From an optimization exercise on the open Yosys and OpenROAD flow, aimed at small area, a short achievable clock period and few clock cycles per item; shortcuts taken in it are not production practice. Function was checked by simulation only, so behaviour that the tests miss may differ from the original. Power figures rest on the tool's default switching activity, not on a simulated workload.

== pepper ==
## vesc_cmd_encoder
module vesc_cmd_encoder (
    input  wire        clk,
    input  wire        rst,          
    input  wire        in_valid,
    output wire        in_ready,
    input  wire [2:0]  in_cmd,       
    input  wire [63:0] in_arg,       
    output reg         out_valid,
    input  wire        out_ready,
    output reg  [1:0]  out_status,   
    output reg  [3:0]  out_len,      
    output reg  [79:0] out_frame     
);
    reg v0, v1, xv;
    reg rdy;                               
    wire adv = ~xv;                        
    wire ld  = ~out_valid | out_ready;     
    assign in_ready = rdy;
    reg [2:0]  c0;
    reg [63:0] a0;
    reg        kA, kB, kC, kD, sv0;
    always @(posedge clk) begin
        if (adv) begin
            c0  <= in_cmd;
            a0  <= in_arg;
            kA  <= (in_cmd == 3'd0) | (in_cmd == 3'd1) | (in_cmd == 3'd5);    
            kB  <= (in_cmd == 3'd3) | (in_cmd == 3'd4) | (in_cmd == 3'd7);    
            kC  <= (in_cmd == 3'd2);                                          
            kD  <= (in_cmd == 3'd6);                                          
            sv0 <= (in_cmd == 3'd7);
        end
    end
    function geq_t(input [52:0] mv, input [52:0] tv);
        reg [63:0] g, e;
        integer i, l;
        begin
            g = 64'd0;
            e = {64{1'b1}};
            for (i = 0; i < 53; i = i + 1) begin
                g[i] = mv[i] & ~tv[i];
                e[i] = ~(mv[i] ^ tv[i]);
            end
            for (l = 1; l < 64; l = l * 2)
                for (i = 0; i < 64; i = i + 2 * l) begin
                    g[i] = g[i + l] | (e[i + l] & g[i]);
                    e[i] = e[i + l] & e[i];
                end
            geq_t = g[0] | e[0];
        end
    endfunction
    wire has_arg0 = c0[2] | c0[1];
    wire        s0      = a0[63];
    wire [10:0] e0      = a0[62:52];
    wire [51:0] f0      = a0[51:0];
    wire        enz0    = |e0;
    wire [52:0] m0      = {enz0, f0};
    wire [10:0] eeff0   = {e0[10:1], e0[0] | ~enz0};
    wire        nonfin0 = &e0;
    wire        fnz0    = |f0;
    wire        gt_one0 = e0[10] | ((e0 == 11'h3FF) & fnz0);
    wire        dom0    = kC ? gt_one0 :
                          sv0 ? (gt_one0 | (s0 & (enz0 | fnz0))) : 1'b0;
  ...
clock: 36.0 ns
lec_check: 0
cap_margin: 20
core_margin: 2
core_utilization: 55
setup_slack_margin: 5
slew_margin: 20
run.sh (not shown) runs the stock make flow with config.mk's settings and CLKGATE_MAP_FILE= SYNTH_SCRIPT=/design/flow/synth_recipe.tcl, a recipe that flattens the netlist after the stock synthesis.
pepper went all the way through synthesis, placement and routing and the layout is clean on timing, DRC and antenna.
Testbench counts of pepper, summed over its fixed seeds: cycles 8,024, items 8,000.
Input-level comparison between nickel and pepper:
# pepper
export LEC_CHECK = 0
export CAP_MARGIN = 20
export CORE_MARGIN = 2
export CORE_UTILIZATION = 55
export SETUP_SLACK_MARGIN = 5
export SLEW_MARGIN = 20
create_clock -name core_clock -period 36.0 [get_ports {clk}]
# nickel
export LEC_CHECK = 0
export CAP_MARGIN = 20
export CORE_MARGIN = 2
export CORE_UTILIZATION = 40
export SETUP_SLACK_MARGIN = 2
export SLEW_MARGIN = 20
create_clock -name core_clock -period 36.0 [get_ports {clk}]
==> flow/flow/run.sh (new file) <==
#!/bin/bash
set -euo pipefail
bash standard.sh finish 'BUFFER_PORTS_ARGS=-buffer_cell sky130_fd_sc_hd__buf_2' \
    SETUP_SLACK_MARGIN=27.6 TNS_END_PERCENT=100 CORE_UTILIZATION=55 \
    > standard_finish.log 2>&1
==> flow/standard.sh (new file) <==
#!/bin/bash
# synth_recipe.tcl (not shown) runs the flow's synth.tcl, then flattens the netlist and writes it again
# the make line also repeats each setting of config.mk as NAME=value (left out here)
make -C /OpenROAD-flow-scripts/flow DESIGN_CONFIG=/design/flow/config.mk WORK_HOME=/design/flow/orfs CLKGATE_MAP_FILE= SYNTH_SCRIPT=/design/flow/synth_recipe.tcl "${@:-finish}"
removed: flow/run.sh
Results
No stage failed in nickel, and the final checks on the layout all came back clean.
From nickel to pepper, synthesized cell count did not move at all.
On nickel: routing usage on met1 is 0.84 points higher than what pepper gave.
Worst slew slack as a fraction of its limit, pepper and nickel: higher on nickel
Via count: nickel vs pepper, no meaningful difference
There was hardly any difference in number of fill cells between pepper and nickel.
nickel gives more fraction of layout instances using a drive strength above 1 than pepper did.
Reported combinational group power across pepper and nickel: no real change.
Post-route clock skew: pepper vs nickel — no meaningful difference
Modified inputs, raven compared to nickel
==> flow/flow/run.sh <==
#!/bin/bash
set -euo pipefail
bash standard.sh finish 'BUFFER_PORTS_ARGS=-buffer_cell sky130_fd_sc_hd__buf_2' \
    SETUP_SLACK_MARGIN=27.6 TNS_END_PERCENT=100 CORE_UTILIZATION=55 PLACE_DENSITY=0.8 \
    > standard_finish.log 2>&1
## What came out
Note that the total routed wire length on the met1 layer recorded for nickel amounts to 1.13 times the value seen in raven. Hold slack deteriorates in raven relative to nickel. nickel → raven: area after synthesis was more or less identical; post-synthesis compound-gate area fraction neither gained nor lost much. nickel -> raven: length of routed met3 wiring increased by more than a quarter. Compared with nickel, raven degrades post-route minimum period.

afterwards: timing with drivers on the ports:
In the flow no input, the clock included, has a driving cell. The finished layouts below were timed again as built, in two steps. Step 1 (the two cells are an assumption about what drives the block):
set clk [get_ports {clk}]
set_driving_cell -lib_cell sky130_fd_sc_hd__clkbuf_16 $clk
set_driving_cell -lib_cell sky130_fd_sc_hd__buf_2 [delete_from_list [all_inputs] $clk]
Step 2 moves the port delays by t, midway between the first and last clock arrival at a register: inputs arrive t later, outputs are due t later. That takes back most of the time a late clock gives input paths. Slacks: no drivers / after step 1 / after step 2; pairs: no drivers / after step 1.
run	t, ns	slack for setup (ns)	worst setup path at the end	clock arrival spread, ns	worst slew at a driven data input, ns
pepper	0.605	27.032 / 27.032 / 27.032	register to register	0.011 / 0.011	0.09
nickel	0.599	27.676 / 27.617 / 27.535	input to register	0.013 / 0.012	0.07
raven	0.625	27.669 / 27.611 / 27.540	input to register	0.015 / 0.015	0.06
After both steps setup and hold are still met in every run listed. The setup slack of nickel, which loses most, moves by -0.059 ns with the drivers and by -0.141 ns with both steps.
